Background: an optimization exercise with open tools, aiming at small area. Do not read the settings as production practice.
Where RTL was checked, it was by simulation tests only, not by an equivalence proof against the original.
The flow treats the clock pin as an ideal source, which a real chip does not have.

== v11 ==
==> module hrx_framer, before the edit <==
module hrx_framer (
    input  wire        clk,
    input  wire        rst,
    input  wire        sym_valid,
    input  wire        s_idle,
    input  wire        s_pre,
    input  wire        s_bit1,
    input  wire        s_bit0,
    input  wire        s_inv,
    input  wire        idle_timeout,
    output reg         frame_valid,
    output wire [95:0] frame_data,
    output wire        frame_long,
    output wire        frame_heater,
    output reg         diag_valid,
    output wire [3:0]  diag_code,
    output wire [3:0]  diag_trig,
    output wire [3:0]  diag_len
);
    localparam [2:0] TRIG_PREAMBLE   = 3'd1;
    localparam [2:0] TRIG_IDLE       = 3'd2;
    localparam [2:0] TRIG_SYNTH_IDLE = 3'd3;
    localparam [1:0] ST_IDLE = 2'd0;    
    localparam [1:0] ST_P1   = 2'd1;    
    localparam [1:0] ST_W2   = 2'd2;    
    localparam [1:0] ST_P2   = 2'd3;    
    reg        fr_started;
    reg        fr_fresh;      
    reg [2:0]  fr_bidx;       
    reg [3:0]  fr_len;
    reg        pw;            
    reg        pbit;
    reg [11:0] ch [0:7];      
    reg [3:0]  q;
    reg [1:0]  st;
    reg [7:0]  acc;
    reg [2:0]  dkind;
    wire dk_z = !(dkind[1] || dkind[0]);
    assign diag_code = {1'b0, dk_z && dkind[2], dkind[2] ^ dk_z, !dkind[2]};
    assign diag_trig = {1'b0, dk_z, dkind[1], dkind[0] || (dk_z && dkind[2])};
    wire len12   = !fr_fresh && (fr_len == 4'd12);
    wire len9    = !fr_fresh && (fr_len == 4'd9);
    wire len_ok  = len9 || len12;
    wire pre_ev  = sym_valid && s_pre;
    wire bit_ev  = sym_valid && fr_started && (s_bit0 || s_bit1);
    wire ovl_ev  = bit_ev && len12 && (fr_bidx == 3'd7);
    wire       pend_byte = pw && (fr_bidx == 3'd7);
    wire [3:0] len_inc   = fr_len + 4'd1;
    wire [3:0] eff_len   = pend_byte ? len_inc : fr_len;
    wire inv_ev  = sym_valid && fr_started && s_inv && !fr_fresh &&
                   (eff_len >= 4'd9);
    assign diag_len = eff_len;
    reg       do_end;
    reg [2:0] end_trig;
    always @(*) begin
        do_end   = 1'b0;
        end_trig = TRIG_PREAMBLE;
        if (sym_valid) begin
            if (fr_started && s_pre) begin
                do_end   = 1'b1;
                end_trig = TRIG_PREAMBLE;
            end else if (fr_started && s_idle) begin
                do_end   = 1'b1;
                end_trig = TRIG_IDLE;
            end
        end else if (idle_timeout && fr_started) begin
            do_end   = 1'b1;
            end_trig = TRIG_SYNTH_IDLE;
        end
    end
    wire commit  = pw && (q == fr_len);
    wire commit_byte = commit && (fr_bidx == 3'd7);
    wire p1   = (st == ST_P1);
    wire p2   = (st == ST_P2);
    wire q11  = (q == 4'd11);
    wire L12p = fr_len[2];       
    wire L12  = fr_len[2];       
    wire chk_pos = L12p ? (q == 4'd11) : (q == 4'd8);
    wire add_pos = L12p ? (q <= 4'd10) : (q >= 4'd1 && q <= 4'd7);
    wire is_ctrl   = (acc == 8'd0);
    wire is_heater = (acc == (L12 ? 8'hF6 : 8'hFA));
    wire keep      = L12 || (q <= 4'd8);
    wire [7:0] bottom;
    genvar g;
    generate
        for (g = 0; g < 8; g = g + 1) begin : g_bot
            assign bottom[g] = ch[g][0];
        end
    endgenerate
    integer j;
    always @(posedge clk) begin
        for (j = 0; j < 8; j = j + 1) begin
            if (commit && fr_bidx == j)
                ch[j] <= {pbit, ch[j][11:1]};
            else if (p2)
                ch[j] <= {(bottom[j] ^ is_heater) & keep, ch[j][11:1]};
            else
                ch[j] <= {bottom[j], ch[j][11:1]};
        end
    end
    always @(posedge clk) begin
        if (rst) begin
            fr_started  <= 1'b0;
            pw          <= 1'b0;
            q           <= 4'd0;
            st          <= ST_IDLE;
            frame_valid <= 1'b0;
            diag_valid  <= 1'b0;
        end else begin
            frame_valid <= 1'b0;
            diag_valid  <= 1'b0;
            q <= q11 ? 4'd0 : q + 4'd1;
            if (p1 && chk_pos)
                st <= ST_IDLE;
            if (q11) begin
                if (st == ST_W2)
                    st <= ST_P2;
                if (p2) begin
                    st          <= ST_IDLE;
                    frame_valid <= is_ctrl || is_heater;
                    diag_valid  <= !(is_ctrl || is_heater);
                end
            end
            if (commit_byte && (fr_len == 4'd8 || fr_len == 4'd11))
                st <= ST_P1;
            if (commit)
                pw <= 1'b0;
            if (do_end) begin
                fr_started <= 1'b0;
                if (len_ok)
                    st <= ST_W2;
                else
                    diag_valid <= 1'b1;
            end
            if (pre_ev)
                fr_started <= 1'b1;
            if (bit_ev && !len12)
                pw <= 1'b1;
            if (ovl_ev || inv_ev) begin
                diag_valid <= 1'b1;
                fr_started <= 1'b0;
            end
        end
        if (bit_ev && !len12)
            pbit <= s_bit1;
        if (pre_ev)
            fr_fresh <= 1'b1;
        if (bit_ev)
            fr_fresh <= 1'b0;
        if ((bit_ev || do_end) && fr_fresh) begin
            fr_bidx <= 3'd0;
            fr_len  <= 4'd0;
        end else if (commit || (bit_ev && len12)) begin
            fr_bidx <= fr_bidx + 3'd1;
            if (commit_byte)
                fr_len <= len_inc;
        end
        if (do_end)
            dkind <= {len_ok, end_trig[1:0]};
        else if (ovl_ev)
            dkind <= 3'b000;
        else if (inv_ev)
            dkind <= 3'b100;
        if (commit_byte)
            acc <= 8'd0;
        else if (p1 && (add_pos || chk_pos))
            acc <= acc + (bottom ^ {8{chk_pos}}) + {7'd0, chk_pos};
    end
    generate
        for (g = 0; g < 96; g = g + 1) begin : g_out
            assign frame_data[g] = ch[g % 8][g / 8];
        end
    endgenerate
    assign frame_long   = L12;
    assign frame_heater = !is_ctrl;
endmodule
==> flow/config.mk <==
export PLATFORM = sky130hd
export DESIGN_NAME = hayward_rx
export DESIGN_NICKNAME = hayward_rx
export VERILOG_FILES = /design/flow/design.v
export SDC_FILE = /design/flow/constraint.sdc
export NUM_CORES = 4
export LEC_CHECK = 0
export CAP_MARGIN = 20
export CORE_MARGIN = 2
export CORE_UTILIZATION = 40
export SLEW_MARGIN = 20
==> flow/constraint.sdc <==
create_clock -name core_clock -period 10.0 [get_ports {clk}]
set_input_delay 2.0000 -clock core_clock [delete_from_list [all_inputs] [get_ports {clk}]]
set_output_delay 2.0000 -clock core_clock [all_outputs]
set_load 0.01 [all_outputs]
standard.sh (not shown) runs the stock make flow with config.mk's settings and CLKGATE_MAP_FILE= SYNTH_SCRIPT=/design/flow/synth_recipe.tcl, a recipe that flattens the netlist after the stock synthesis.
==> flow/flow/run.sh <==
#!/bin/bash
# The standard ORFS layout (the standard.sh) with these changes:
#  - synthesis maps the logic with an area-oriented ABC script (synth.tcl,
#    area.script) and leaves adders to ABC instead of the adder map; the
#    registers are the standard synthesis's;
#  - ports are buffered with the smallest buffer, sky130_fd_sc_hd__buf_1;
#  - the clock tree is built without dummy loads, and clock buffers are
#    downsized where the clock slew allows (post_cts.tcl);
#  - power recovery downsizes cells on paths with positive slack.
# Each tool's full output is in orfs/logs/ (one log per step); make's own
# output is in standard.log.
set -euo pipefail
F=$PWD/flow
export FLOW_ABC_SCRIPT=$F/area.script
bash standard.sh \
  "SYNTH_SCRIPT=$F/synth.tcl" \
  "ADDER_MAP_FILE=" \
  "BUFFER_PORTS_ARGS=-buffer_cell sky130_fd_sc_hd__buf_1" \
  "CTS_ARGS=-sink_clustering_enable -repair_clock_nets -dont_use_dummy_load -buf_list {sky130_fd_sc_hd__clkbuf_4 sky130_fd_sc_hd__clkbuf_8}" \
  "POST_CTS_TCL=$F/post_cts.tcl" \
  "RECOVER_POWER=100" \
  finish > standard.log 2>&1
Other scripts of this flow, unchanged in this note and not shown: flow/flow/area.script, flow/flow/post_cts.tcl, flow/flow/synth.tcl
## Diff of input files: v29 against v11
--- a/flow/design.v
+++ b/flow/design.v
@@ -69,11 +69,11 @@
     input  wire        s_bit0,
     input  wire        s_inv,
     input  wire        idle_timeout,
-    output reg         frame_valid,
+    output wire        frame_valid,
     output wire [95:0] frame_data,
     output wire        frame_long,
     output wire        frame_heater,
-    output reg         diag_valid,
+    output wire        diag_valid,
     output wire [3:0]  diag_code,
     output wire [3:0]  diag_trig,
     output wire [3:0]  diag_len
@@ -95,6 +95,7 @@
     reg [3:0]  q;
     reg [1:0]  st;
     reg [7:0]  acc;
+    reg        ev;            
     reg [2:0]  dkind;
     wire dk_z = !(dkind[1] || dkind[0]);
     assign diag_code = {1'b0, dk_z && dkind[2], dkind[2] ^ dk_z, !dkind[2]};
@@ -134,18 +135,22 @@
     wire p1   = (st == ST_P1);
     wire p2   = (st == ST_P2);
     wire q11  = (q == 4'd11);
-    wire L12p = fr_len[2];       
     wire L12  = fr_len[2];       
-    wire chk_pos = L12p ? (q == 4'd11) : (q == 4'd8);
-    wire add_pos = L12p ? (q <= 4'd10) : (q >= 4'd1 && q <= 4'd7);
+    wire chk_pos = L12 ? (q == 4'd11) : (q == 4'd8);
+    wire add_pos = L12 ? (q <= 4'd10) : (q >= 4'd1 && q <= 4'd7);
     wire is_ctrl   = (acc == 8'd0);
     wire is_heater = (acc == (L12 ? 8'hF6 : 8'hFA));
     wire keep      = L12 || (q <= 4'd8);
+    wire hx = p1 ? (chk_pos || (L12 && q == 4'd8))
+                 : (p2 && (is_heater ^ chk_pos));
+    wire kx = !(p2 && !keep);
     wire [7:0] bottom;
+    wire [7:0] fb;
     genvar g;
     generate
         for (g = 0; g < 8; g = g + 1) begin : g_bot
             assign bottom[g] = ch[g][0];
+            assign fb[g]     = (bottom[g] ^ hx) && kx;
         end
     endgenerate
     integer j;
@@ -153,10 +158,8 @@
         for (j = 0; j < 8; j = j + 1) begin
             if (commit && fr_bidx == j)
                 ch[j] <= {pbit, ch[j][11:1]};
-            else if (p2)
-                ch[j] <= {(bottom[j] ^ is_heater) & keep, ch[j][11:1]};
             else
-                ch[j] <= {bottom[j], ch[j][11:1]};
+                ch[j] <= {fb[j], ch[j][11:1]};
         end
     end
     always @(posedge clk) begin
@@ -165,21 +168,18 @@
             pw          <= 1'b0;
             q           <= 4'd0;
             st          <= ST_IDLE;
-            frame_valid <= 1'b0;
-            diag_valid  <= 1'b0;
+            ev          <= 1'b0;
         end else begin
-            frame_valid <= 1'b0;
-            diag_valid  <= 1'b0;
-            q <= q11 ? 4'd0 : q + 4'd1;
+            ev <= 1'b0;
+            q  <= q11 ? 4'd0 : q + 4'd1;
             if (p1 && chk_pos)
                 st <= ST_IDLE;
             if (q11) begin
                 if (st == ST_W2)
                     st <= ST_P2;
                 if (p2) begin
-                    st          <= ST_IDLE;
-                    frame_valid <= is_ctrl || is_heater;
-                    diag_valid  <= !(is_ctrl || is_heater);
+                    st <= ST_IDLE;
+                    ev <= 1'b1;
                 end
             end
             if (commit_byte && (fr_len == 4'd8 || fr_len == 4'd11))
@@ -191,14 +191,14 @@
                 if (len_ok)
                     st <= ST_W2;
                 else
-                    diag_valid <= 1'b1;
+                    ev <= 1'b1;
             end
             if (pre_ev)
                 fr_started <= 1'b1;
             if (bit_ev && !len12)
                 pw <= 1'b1;
             if (ovl_ev || inv_ev) begin
-                diag_valid <= 1'b1;
+                ev         <= 1'b1;
                 fr_started <= 1'b0;
             end
         end
@@ -225,13 +225,16 @@
         if (commit_byte)
             acc <= 8'd0;
         else if (p1 && (add_pos || chk_pos))
-            acc <= acc + (bottom ^ {8{chk_pos}}) + {7'd0, chk_pos};
+            acc <= acc + fb + {7'd0, chk_pos};
     end
     generate
         for (g = 0; g < 96; g = g + 1) begin : g_out
             assign frame_data[g] = ch[g % 8][g / 8];
         end
     endgenerate
+    wire frame_ev = dkind[2] && !dk_z && (is_ctrl || is_heater);
+    assign frame_valid  = ev && frame_ev;
+    assign diag_valid   = ev && !frame_ev;
     assign frame_long   = L12;
     assign frame_heater = !is_ctrl;
 endmodule
==> notes.md <==
- v29 ended up with more standard cells than v11.
- v29: post-detailed-route via-to-cell ratio is about 0.8% lower than what v11 reported.
- In v29 the fraction of synthesized area in multiplexers turned out 0.22 points higher than in v11.
- Die area for v29: 0.81% up relative to v11
- Against v11, v29 comes in 0.52 ns higher on final critical-path required period.
- Between v11 and v29, the growth of design area from synthesis to finish figures differ only marginally.
- Via count of the first global-routing pass of v29 falls short of that of v11 by a few percent.
- Re routed metal-1 wire length: v11 and v29 aren't equal, and the lower value belongs to v11.
Function not checked in v29: the RTL went through the layout flow alone.

==> separate check: timing with driven ports <==
Ports are ideal in the flow. The routed layouts listed here were re-timed in OpenROAD.
Step 1: set_driving_cell puts a clkbuf_16 on clk and a buf_2 on each other input, an assumption about the parent block.
Step 2 moves the port delays by t, midway between the first and last clock arrival at a register: inputs arrive t later, outputs are due t later. That takes back most of the time a late clock gives input paths.
Slacks: ideal ports / drivers / drivers and shift; pairs: ideal ports / drivers.
run | shift t [ns] | setup slack, ns | slew at the worst register clock pin (ns) | pins driven straight from the clock port
v11 | 0.556 | 5.094 / 5.105 / 4.549 | 0.09 / 0.09 | 1
v29 | 0.568 | 4.577 / 4.577 / 4.422 | 0.10 / 0.10 | 1
After both steps every run listed still meets setup and hold. For v11, which loses most, drivers alone change the setup slack by +0.011 ns; drivers and shift together by -0.545 ns.
